This is an optimization exercise on Yosys and OpenROAD, whose aim is small area, not a production implementation. Only simulation tests tie the RTL to the original design; equivalence was not proved. The flow treats the clock pin as an ideal source, which a real chip does not have. No activity file was given, so power comes from the tool's default toggle rates.

==> harbor <==
==> flow/design.v (excerpt) <==
module segcodec (
    input             clk,
    input             rst,
    input             h_req,
    input             h_we,
    input      [1:0]  h_size,     
    input      [12:0] h_addr,
    input      [31:0] h_wdata,
    output            h_done,
    output reg        h_err,
    output reg [31:0] h_rdata,
    output reg        mem_en,
    output reg        mem_we,
    output reg [3:0]  mem_be,
    output reg [8:0]  mem_addr,
    output reg [31:0] mem_wdata,
    input      [31:0] mem_rdata
);
export LEC_CHECK = 0
export ABC_AREA = 1
export CAP_MARGIN = 20
export CORE_MARGIN = 2
export CORE_UTILIZATION = 40
export SLEW_MARGIN = 20
create_clock -name core_clock -period 6.0 [get_ports {clk}]
standard.sh (not shown) runs the stock make flow with config.mk's settings and CLKGATE_MAP_FILE= SYNTH_SCRIPT=/design/flow/synth_recipe.tcl, a recipe that flattens the netlist after the stock synthesis.
==> flow/flow/run.sh <==
#!/bin/bash
# Standard ORFS layout, with minimum-size port buffers and a lighter clock tree.
set -euo pipefail
export BUFFER_PORTS_ARGS="-buffer_cell sky130_fd_sc_hd__buf_1"
export CTS_ARGS="-sink_clustering_enable -repair_clock_nets -dont_use_dummy_load -sink_clustering_size 40 -sink_clustering_max_diameter 150 -buf_list {sky130_fd_sc_hd__clkbuf_4 sky130_fd_sc_hd__clkbuf_8}"
bash standard.sh > standard.log 2>&1
==> inputs of delta, as changes to harbor <==
==> flow/flow/run.sh (replaced) <==
#!/bin/bash
# Standard ORFS layout (the standard.sh) with three changes:
#  - minimum-size port buffers (buf_1) instead of the resizer's pick,
#  - a small balanced clock tree built by hand before CTS (flow/clocktree.tcl):
#    one root buffer and eight leaf buffers (TritonCTS then skips the net),
#  - an area-targeted ABC restructuring of the combinational logic after
#    floorplan (registers are left as synthesised).
set -euo pipefail
here=$(pwd)
export BUFFER_PORTS_ARGS="-buffer_cell sky130_fd_sc_hd__buf_1"
export CTS_ARGS="-sink_clustering_enable -repair_clock_nets -dont_use_dummy_load -buf_list {sky130_fd_sc_hd__clkbuf_4 sky130_fd_sc_hd__clkbuf_8}"
export PRE_CTS_TCL="$here/flow/clocktree.tcl"
export CLOCK_LEAVES=8
export CLOCK_LEAF_CELL=sky130_fd_sc_hd__clkbuf_8
export CLOCK_ROOT_CELL=sky130_fd_sc_hd__clkbuf_8
export POST_FLOORPLAN_TCL="$here/flow/restructure.tcl"
export RESTRUCTURE_DIR="$here/restructure"
mkdir -p "$RESTRUCTURE_DIR"
python3 flow/filter_lib.py "$FLOW_HOME/platforms/sky130hd/lib/sky130_fd_sc_hd__tt_025C_1v80.lib" "$RESTRUCTURE_DIR/abc.lib" > filter_lib.log 2>&1
bash standard.sh > standard.log 2>&1
==> flow/flow/clocktree.tcl (new file) <==
# Manual two-level clock tree: the register clock pins are split into
# CLOCK_LEAVES groups around median positions; each group gets one leaf
# buffer at its centroid, and a root buffer next to the leaves' centroid
# drives the leaves, so the clock port feeds a single cell.
set leaf_cell  $::env(CLOCK_LEAF_CELL)
set root_cell  $::env(CLOCK_ROOT_CELL)
set block [ord::get_db_block]
set dbu [$block getDbUnitsPerMicron]
set net [[$block findBTerm clk] getNet]
set clk_net_name [$net getName]
set sinks {}
foreach it [$net getITerms] {
  if {[$it isInputSignal] || [$it getIoType] == "INPUT"} {
    set inst [$it getInst]
    set bb [$inst getBBox]
    set x [expr {([$bb xMin] + [$bb xMax]) / 2.0 / $dbu}]
    set y [expr {([$bb yMin] + [$bb yMax]) / 2.0 / $dbu}]
    lappend sinks [list $x $y "[$inst getName]/[[$it getMTerm] getName]"]
  }
}
proc median {vals} {
  set s [lsort -real $vals]
  return [lindex $s [expr {[llength $s] / 2}]]
}
proc split_by {items idx} {
  set m [median [lmap s $items {lindex $s $idx}]]
  set lo {}; set hi {}
  foreach s [lsort -real -index $idx $items] {
    if {[llength $lo] < [llength $items] / 2} { lappend lo $s } else { lappend hi $s }
  }
  return [list $lo $hi]
}
# recursive median splits, alternating x and y, into CLOCK_LEAVES groups
set groups [list $sinks]
set axis 0
while {[llength $groups] < $::env(CLOCK_LEAVES)} {
  set next {}
  foreach g $groups { lappend next {*}[split_by $g $axis] }
  set groups $next
  set axis [expr {1 - $axis}]
}
set i 0
set leaf_pins {}
set cxs {}; set cys {}
foreach g $groups {
  set sx 0.0; set sy 0.0
  foreach s $g { set sx [expr {$sx + [lindex $s 0]}]; set sy [expr {$sy + [lindex $s 1]}] }
  set cx [expr {$sx / [llength $g]}]; set cy [expr {$sy / [llength $g]}]
  lappend cxs $cx; lappend cys $cy
  set pins [lmap s $g {get_pins [lindex $s 2]}]
  puts "clock leaf $i: [llength $g] sinks at ($cx, $cy)"
  insert_buffer -buffer_cell $leaf_cell -net $clk_net_name -load_pins $pins \
    -location [list $cx $cy] -buffer_name clkleaf_$i -net_name clknet_leaf_$i
  incr i
}
# the clock net now feeds only the leaf buffers
foreach it [$net getITerms] {
  lappend leaf_pins [get_pins "[[$it getInst] getName]/[[$it getMTerm] getName]"]
}
set rx [expr {([tcl::mathfunc::min {*}$cxs] + [tcl::mathfunc::max {*}$cxs]) / 2.0}]
set ry [expr {([tcl::mathfunc::min {*}$cys] + [tcl::mathfunc::max {*}$cys]) / 2.0}]
insert_buffer -buffer_cell $root_cell -net $clk_net_name -load_pins $leaf_pins \
  -location [list $rx $ry] -buffer_name clkroot -net_name clknet_root
==> flow/flow/filter_lib.py (new file) <==
"""Copy a Liberty file without the cells the platform marks don't-use
(sky130hd: *probe*, *lpflow*), for ABC restructuring to map onto."""
import re
import sys

src, dst = sys.argv[1], sys.argv[2]
text = open(src).read()
out = []
pos = 0
for m in re.finditer(r'\n\s*cell\s*\(\s*"?([A-Za-z0-9_]+)"?\s*\)\s*\{', text):
    if m.start() < pos:
        continue
    name = m.group(1)
    if "lpflow" not in name and "probe" not in name:
        continue
    # find the matching closing brace
    depth = 0
    i = m.end() - 1
    while True:
        c = text[i]
        if c == "{":
            depth += 1
        elif c == "}":
            depth -= 1
            if depth == 0:
                break
        i += 1
    out.append(text[pos:m.start()])
    pos = i + 1
out.append(text[pos:])
open(dst, "w").write("".join(out))
==> flow/flow/restructure.tcl (new file) <==
# Area recovery: re-map the combinational logic with ABC, targeting area.
report_design_area
# a copy of the library without the don't-use cells (run.sh writes it)
set lib $::env(RESTRUCTURE_DIR)/abc.lib
restructure -target area -liberty_file $lib \
  -tielo_port sky130_fd_sc_hd__conb_1/LO -tiehi_port sky130_fd_sc_hd__conb_1/HI \
  -work_dir $::env(RESTRUCTURE_DIR) -abc_logfile $::env(RESTRUCTURE_DIR)/abc.log
report_design_area
- CORE_UTILIZATION: 40 -> 70
- GPL_TIMING_DRIVEN: unset -> 0
==> inputs of lagoon, as changes to harbor <==
==> flow/design.v (replaced) <==
module segcodec (
    input             clk,
    input             rst,
    input             h_req,
    input             h_we,
    input      [1:0]  h_size,     
    input      [12:0] h_addr,
    input      [31:0] h_wdata,
    output            h_done,
    output reg        h_err,
    output reg [31:0] h_rdata,
    output reg        mem_en,
    output reg        mem_we,
    output reg [3:0]  mem_be,
    output reg [8:0]  mem_addr,
    output reg [31:0] mem_wdata,
    input      [31:0] mem_rdata
);
    localparam [2:0] S_IDLE = 3'd0, S_PRIME = 3'd1, S_SUM = 3'd2, S_FIN = 3'd3, S_DONE = 3'd4;
    reg [2:0]  state;
    reg [2:0]  tx_flags;    
    reg [10:0] tx_len;
    reg [5:0]  tx_seq;
    reg [5:0]  tx_ackn;
    reg [3:0]  lastop;      
    reg [2:0]  cause;
    reg        rxv;         
    reg [29:0] rxd;         
    reg [15:0] csum_r;      
    reg [15:0] rx_size;
    reg [15:0] cs_len;
    reg [13:0] p;           
    reg        cy;          
    wire st_idle  = (state == S_IDLE);
    wire st_prime = (state == S_PRIME);
    wire st_sum   = (state == S_SUM);
    wire st_fin   = (state == S_FIN);
    assign h_done = (state == S_DONE);
    wire [31:0] tx_hdr = {2'b01, tx_flags, tx_len, 2'b00, tx_seq, 2'b00, tx_ackn};
    wire        err    = |cause;
    wire        valid  = (lastop == 4'd2) && (cause == 3'd0);
    wire [31:0] status = {20'd0, lastop, 1'b0, cause, 2'b00, valid, err};
    wire [31:0] rx_hdr = rxv ? {2'b01, rxd} : 32'd0;
    wire [10:0] plen   = (rx_hdr[26:16] > 11'd1440) ? 11'd1440 : rx_hdr[26:16];
    wire is_reg   = (h_addr[12:5] == 8'd0) && (h_size == 2'd2) && (h_addr[1:0] == 2'b00);
    wire is_frame = h_addr[12] && (h_addr[11:0] < 12'h5A6) && (h_size == 2'd0);
    always @(*) h_err = !(is_reg || is_frame);
    wire       reg_wr = st_idle && h_req && is_reg && h_we;
    wire       cmd_wr = reg_wr && (h_addr[4:2] == 3'd0);
    wire [3:0] opw    = h_wdata[3:0];
    wire enc_bad = tx_len > 11'd1440;
    wire dec_bad = rx_size != 16'd1446;
    wire cs_bad  = cs_len > 16'd1446;
    wire enc_go  = (opw == 4'd1) && !enc_bad;
    wire go      = cmd_wr && (enc_go || ((opw == 4'd2) && !dec_bad) ||
                              ((opw == 4'd3) && !cs_bad));
    reg [2:0] cause0;
    always @(*) begin
        case (opw)
            4'd1:    cause0 = enc_bad ? 3'd4 : 3'd0;
            4'd2:    cause0 = dec_bad ? 3'd1 : 3'd0;
            4'd3:    cause0 = cs_bad  ? 3'd4 : 3'd0;
            default: cause0 = 3'd5;
        endcase
    end
    wire is_enc = (lastop[1:0] == 2'd1);
    wire is_dec = (lastop[1:0] == 2'd2);
    wire is_cs  = (lastop[1:0] == 2'd3);
    wire [14:0] pinc = {1'b0, p} + {14'd0, st_sum};
    wire        pend = pinc[14];
    wire [4:0]  c    = p[4:0];
    wire [1:0]  k    = {c[4], ~c[3]};           
    wire [10:0] idx  = {p[13:5], k};            
    wire        inv  = &p[13:4];                
    wire [1:0]  ksel = st_sum ? k : h_addr[1:0];
    reg  [7:0]  rbyte;
    always @(*) begin
        case (ksel)
            2'd0: rbyte = mem_rdata[31:24];
            2'd1: rbyte = mem_rdata[23:16];
            2'd2: rbyte = mem_rdata[15:8];
            default: rbyte = mem_rdata[7:0];
        endcase
    end
    wire rbit = rbyte[c[2:0]];
    wire [10:0] nsel     = is_enc ? (tx_len + 11'd6) : is_cs ? cs_len[10:0] : 11'd1446;
    wire        lt       = idx < nsel;
    wire        f45      = (idx[10:1] == 10'd2);
    wire        keep     = lt && !(is_enc && f45);
    wire        in_frame = idx < 11'd1446;
    wire        wz       = st_sum && is_enc && !keep && in_frame && (c[2:0] != 3'd7);
    wire        qok      = pinc[13:5] < 9'd362;
    wire opb = rbit & keep;
    wire s   = csum_r[0] ^ opb ^ cy;
    wire co  = (csum_r[0] & opb) | (csum_r[0] & cy) | (opb & cy);
    always @(*) begin
        mem_en    = (st_idle && h_req && (is_frame || (cmd_wr && enc_go))) || st_prime ||
                    (st_sum && qok) || (st_fin && is_enc);
        mem_we    = (st_idle && h_we) || wz || st_fin;
        mem_addr  = pinc[13:5] | (st_idle ? h_addr[10:2] : 9'd0) | {8'd0, st_fin};
        mem_be    = (4'b1000 >> ksel) | {4{st_idle && !h_addr[12]}} | {1'b0, st_fin, 2'b00};
        mem_wdata = st_idle ? (h_addr[12] ? {4{h_wdata[7:0]}} : tx_hdr)
                            : {csum_r & {16{st_fin}}, 16'd0};
    end
    always @(*) begin
        if (h_addr[12]) h_rdata = {24'd0, rbyte};
        else case (h_addr[4:2])
            3'd0: h_rdata = 32'd0;
            3'd1: h_rdata = status;
            3'd2: h_rdata = tx_hdr;
            3'd3: h_rdata = rx_hdr;
            3'd4: h_rdata = {16'd0, csum_r};
            3'd5: h_rdata = {16'd0, rx_size};
            3'd6: h_rdata = {16'd0, cs_len};
            default: h_rdata = {21'd0, plen};
        endcase
    end
    always @(posedge clk) begin
        if (rst) begin
            state    <= S_IDLE;
            tx_flags <= 3'd0;
            tx_len   <= 11'd0;
            tx_seq   <= 6'd0;
            tx_ackn  <= 6'd0;
            lastop   <= 4'd0;
            cause    <= 3'd0;
            rxv      <= 1'b0;
            csum_r   <= 16'd0;
            rx_size  <= 16'd0;
            cs_len   <= 16'd0;
            p        <= 14'd0;
            cy       <= 1'b0;
        end else begin
            p  <= pinc[13:0];
            cy <= st_sum & co;
            case (state)
                S_IDLE: if (h_req) begin
                    state <= go ? S_PRIME : S_DONE;
                    if (reg_wr) begin
                        case (h_addr[4:2])
                            3'd0: if (opw != 4'd0) begin
                                lastop <= opw;
                                cause  <= cause0;
                                if (opw == 4'd2) rxv <= 1'b0;
                            end
                            3'd2: begin
                                tx_flags <= h_wdata[29:27];
                                tx_len   <= h_wdata[26:16];
                                tx_seq   <= h_wdata[13:8];
                                tx_ackn  <= h_wdata[5:0];
                            end
                            3'd5: rx_size <= h_wdata[15:0];
                            3'd6: cs_len  <= h_wdata[15:0];
                            default: ;
                        endcase
                    end
                end
                S_PRIME: begin
                    csum_r <= 16'd0;
                    state  <= S_SUM;
                end
                S_SUM: begin
                    csum_r <= {s ^ inv, csum_r[15:1]};
                    if (is_dec && (p[13:5] == 9'd0)) begin
                        rxd   <= mem_rdata[29:0];
                        cause <= (mem_rdata[31:30] != 2'b01) ? 3'd3 : 3'd0;
                    end
                    if (is_dec && inv && !s) cause <= 3'd2;
                    if (pend) state <= S_FIN;
                end
                S_FIN: begin
                    if (is_dec && (cause == 3'd0)) rxv <= 1'b1;
                    state <= S_DONE;
                end
                default: state <= S_IDLE;
            endcase
        end
    end
endmodule
==> flow/run.sh (new file) <==
#!/bin/bash
# synth_recipe.tcl (not shown) runs the flow's synth.tcl, then flattens the netlist and writes it again
# the make line also repeats each setting of config.mk as NAME=value (left out here)
make -C /OpenROAD-flow-scripts/flow DESIGN_CONFIG=/design/flow/config.mk WORK_HOME=/design/flow/orfs CLKGATE_MAP_FILE= SYNTH_SCRIPT=/design/flow/synth_recipe.tcl finish
- ABC_AREA: 1 -> unset
removed: flow/flow/run.sh
removed: flow/standard.sh
==> notes.md <==
* Outcome: finished clean
* Count of inverters not on the clock network in the layout at about 110
* Highest achievable clock rate at around 0.18 GHz
* Synthesized cell area at 7531 µm²
* Top delay family on crit path: simple AND/OR/NAND/NOR gates
* Sequential share of power at 0.527
* Inst Count DP at ~1100
* Vias in the first global route at approximately 7000
* Multi-input gate share of total cell area at 0.4523
* Detailed Route WL at 24.68 mm
The numbers above come from delta.

==> notes.md <==
* Post-synthesis sequential element count at 130
* Dpl hpwl at 23.00 mm
* Inst Count DP at roughly 1400
* Nature of the critical path endpoint: primary output
* Multi-input gate share of total cell area at 0.4549
* Sequential share of power at 0.409
* Outcome: finished clean
* Detailed Route WL at roughly 31 mm
* Synthesized cell area at about 8000 µm²
* Classification of the worst-slack hold path: flip-flop to flip-flop
* Switching part of the total at 0.2763
* Syn nets at about 1100
* Starting DRT DRC Count at between 900 and 1000
* Most common cell after layout, fill and taps aside: nand2_1
* Top delay family on crit path: buffers and inverters
* Count of inverters not on the clock network in the layout at 26
* Vias in the first global route at 7504
The numbers above come from lagoon.

==> notes.md <==
* Outcome: finished clean
* Detailed Route WL at roughly 27 mm
* Inst Count DP at 1413
* Highest achievable clock rate at approximately 0.20 GHz
* Sequential share of power at 0.528
* Area-dominant class: multi-input combinational cells
* Vias in the first global route at 7034
* Synthesized cell area at between 7000 and 8000 µm²
* Count of inverters not on the clock network in the layout at 173
* Multi-input gate share of total cell area at 0.4730
The numbers above come from harbor.

static timing again, ports no longer ideal:
The results above use ideal ports. As a check the final layouts listed here were re-extracted and re-timed, cells and wires unchanged.
Step 1 (the two cells are an assumption about what drives the block):
set clk [get_ports {clk}]
set_driving_cell -lib_cell sky130_fd_sc_hd__clkbuf_16 $clk
set_driving_cell -lib_cell sky130_fd_sc_hd__buf_2 [delete_from_list [all_inputs] $clk]
Step 2 adds t to the input delays and takes it off the output delays; t is the mean of the earliest and latest rising clock arrival at the registers after step 1. Input paths then give back, and output paths get back, about the clock's delay inside the block.
a / b / c = no drivers / after step 1 / after step 2; a / b = the first two.
run | shift t [ns] | setup slack, ns | clock arrival spread, ns | pins driven straight from the clock port
harbor | 0.488 | 1.085 / 1.043 / 1.123 | 0.025 / 0.025 | 1
delta | 0.427 | 0.335 / 0.335 / 0.325 | 0.014 / 0.014 | 1
lagoon | 0.473 | 0.723 / 0.677 / 0.677 | 0.014 / 0.014 | 1
After both steps every run listed still meets setup and hold. For lagoon, which loses most, drivers alone change the setup slack by -0.046 ns; drivers and shift together by -0.046 ns.
